Context: an optimization exercise on an open-source flow, tuned for small area, a short achievable clock period and few clock cycles per item. The choices shown serve that exercise and are no tape-out recipe.
Function was checked by simulation only, so behaviour that the tests miss may differ from the original.
Power and IR drop assume default switching activity.

## try-pepper
## dict_decoder
module dict_decoder (
    input  wire        clk,
    input  wire        rst,
    input  wire        dict_we,
    input  wire [3:0]  dict_waddr,
    input  wire [31:0] dict_wdata,
    input  wire [4:0]  dict_size,
    input  wire        start,
    input  wire        in_valid,
    output wire        in_ready,
    input  wire [31:0] in_data,
    input  wire        in_last,
    output reg         out_valid,
    output reg  [31:0] out_data,
    output reg         done,
    output reg  [2:0]  fault_code
);
clock: 12.0 ns
lec_check: 0
cap_margin: 20
core_margin: 2
core_utilization: 55
cts_buf_list: sky130_fd_sc_hd__clkbuf_4 sky130_fd_sc_hd__clkbuf_8
slew_margin: 20
tns_end_percent: 5
standard.sh (not shown) runs the stock make flow with config.mk's settings and CLKGATE_MAP_FILE= SYNTH_SCRIPT=/design/flow/synth_recipe.tcl, a recipe that flattens the netlist after the stock synthesis.
==> flow/flow/run.sh <==
#!/bin/bash
set -euo pipefail
bash standard.sh SETUP_SLACK_MARGIN=8.5 finish > standard.log 2>&1
try-pepper ended with every stage complete and zero timing, DRC or antenna violations.
Testbench counts of try-pepper, summed over its fixed seeds: cycles 4,294, lines 4,015.
Input-level comparison between try-xenon and try-pepper:
# try-pepper
export LEC_CHECK = 0
export CAP_MARGIN = 20
export CORE_MARGIN = 2
export CORE_UTILIZATION = 55
export CTS_BUF_LIST = sky130_fd_sc_hd__clkbuf_4 sky130_fd_sc_hd__clkbuf_8
export SLEW_MARGIN = 20
export TNS_END_PERCENT = 5
create_clock -name core_clock -period 12.0 [get_ports {clk}]
# try-xenon
export LEC_CHECK = 0
export CAP_MARGIN = 20
export CORE_MARGIN = 2
export CORE_UTILIZATION = 55
export CTS_BUF_LIST = sky130_fd_sc_hd__clkbuf_16
export CTS_CLUSTER_DIAMETER = 100
export CTS_CLUSTER_SIZE = 30
export SLEW_MARGIN = 20
export TNS_END_PERCENT = 5
create_clock -name core_clock -period 12.0 [get_ports {clk}]
==> flow/flow/run.sh <==
#!/bin/bash
set -euo pipefail
bash standard.sh SETUP_SLACK_MARGIN=8.0 finish > standard.log 2>&1
--- outcome ---
Diff try-pepper -> try-xenon: data arrival time of the critical path climbed 0.22 ns; highest achievable clock rate went down; power attributed to the clock group has decreased; power lost about 12%.
Diff try-pepper and try-xenon: hold slack lower in try-xenon
In try-xenon, the clock-pin slew reported for the worst setup and hold paths after clock tree synthesis came out 0.04 ns above the value in try-pepper.
Going from try-pepper to try-xenon, number of search-and-repair iterations in the first detailed-routing pass now larger, routed wire length saw a decrease.
The relative contribution of the clock network to total power reported for try-xenon is smaller than that of try-pepper by 4.4 points.
Clock latency reported for the late side of the worst-skew pair is lower on try-xenon
Cmp try-xenon vs try-pepper: largest incremental delay on the critical path lower in try-xenon
[inputs] try-indigo vs try-xenon
# try-xenon
export LEC_CHECK = 0
export CAP_MARGIN = 20
export CORE_MARGIN = 2
export CORE_UTILIZATION = 55
export CTS_BUF_LIST = sky130_fd_sc_hd__clkbuf_16
export CTS_CLUSTER_DIAMETER = 100
export CTS_CLUSTER_SIZE = 30
export SLEW_MARGIN = 20
export TNS_END_PERCENT = 5
create_clock -name core_clock -period 12.0 [get_ports {clk}]
# try-indigo
export LEC_CHECK = 0
export CAP_MARGIN = 20
export CORE_MARGIN = 2
export CORE_UTILIZATION = 55
export CTS_BUF_LIST = sky130_fd_sc_hd__clkbuf_4 sky130_fd_sc_hd__clkbuf_8
export SLEW_MARGIN = 20
export TNS_END_PERCENT = 5
create_clock -name core_clock -period 12.0 [get_ports {clk}]
==> flow/flow/run.sh <==
#!/bin/bash
# The standard layout, in two parts:
#  - timing repair aimed at a slack of 8.5 ns on the design's clock (so at
#    paths of about 3.5 ns); constraints are unchanged;
#  - after placement, each port's buffer (a slow delay cell that
#    buffer_ports picks) becomes a plain buf_2; every port keeps its buffer.
set -euo pipefail
M=8.5
RES=orfs/results/${FLOW_PLATFORM}/dict_decoder/base
bash standard.sh SETUP_SLACK_MARGIN=$M place > standard_place.log 2>&1
printf 'read_db %s\nsource flow/portbuf.tcl\nwrite_db %s\n' \
    "$RES/3_place.odb" "$RES/3_place.odb" > portbuf_run.tcl
openroad -no_init -exit portbuf_run.tcl > portbuf.log 2>&1
bash standard.sh SETUP_SLACK_MARGIN=$M finish > standard_finish.log 2>&1
==> flow/flow/portbuf.tcl (new file) <==
# Port buffers: buffer_ports places a slow delay buffer on each port; give
# each port a plain buffer instead (every port keeps its own buffer).
set db [ord::get_db]
set block [ord::get_db_block]
set new [$db findMaster sky130_fd_sc_hd__buf_2]
set n 0
foreach inst [$block getInsts] {
  set name [$inst getName]
  set m [[$inst getMaster] getName]
  if {$m eq "sky130_fd_sc_hd__clkdlybuf4s50_1" && [regexp {^(input|output)[0-9]+$} $name]} {
    $inst swapMaster $new
    incr n
  }
}
puts "port buffers swapped: $n"
## What came out
- In summary, try-indigo completed successfully, with a layout that passed the timing, DRC and antenna checks.
- Final critical-path required period | try-indigo below try-xenon
- Delta (try-indigo minus try-xenon): slack of the worst reg-to-reg path rose by 0.29 ns; post-route non-filler standard cell count increased 199; area added between synthesis and finish shows an increase of 6.3 points.
--- input diff try-indigo..try-garnet ---
==> flow/flow/run.sh <==
#!/bin/bash
set -euo pipefail
bash standard.sh SETUP_SLACK_MARGIN=8.0 finish > standard.log 2>&1
removed: flow/flow/portbuf.tcl
Notes after the runs:
| average wire per standard cell | higher: try-indigo |
Of try-garnet and try-indigo, it is try-garnet that has the higher share of cell area taken by flip-flops and latches.
Cmp try-garnet vs try-indigo: setup slack lower in try-garnet
Of try-indigo and try-garnet, try-garnet shows the lower sum of met3 wire segment lengths after detailed routing, with try-indigo above it.
Between try-indigo and try-garnet, the difference in post-place instance area is negligible.
Number of placed instances with taps included of try-garnet is on par with try-indigo.

==> port drivers added, routing unchanged <==
How much do the figures lean on ideal ports? The routed layouts below were timed once more, with nothing changed but the port constraints. Step 1: set_driving_cell puts a clkbuf_16 on clk and a buf_2 on each other input, an assumption about the parent block. Step 2 also shifts input and output timing later by t, the mid clock arrival at the registers, as if the neighbouring blocks saw the same clock. Slacks: ideal / step 1 / step 2; pairs: ideal / step 1.
run | t (ns) | slack for setup (ns) | worst register clock-pin slew, ns | worst data-port slew with drivers (ns)
try-pepper | 0.827 | 7.965 / 7.900 / 7.283 | 0.08 / 0.08 | 0.11
try-xenon | 0.726 | 7.750 / 7.686 / 7.147 | 0.12 / 0.12 | 0.08
try-indigo | 0.813 | 8.025 / 7.958 / 7.577 | 0.07 / 0.07 | 0.12
try-garnet | 0.798 | 7.722 / 7.661 / 7.087 | 0.08 / 0.08 | 0.09
After both steps setup and hold are still met in every run listed. The setup slack of try-pepper, which loses most, moves by -0.065 ns with the drivers and by -0.682 ns with both steps.
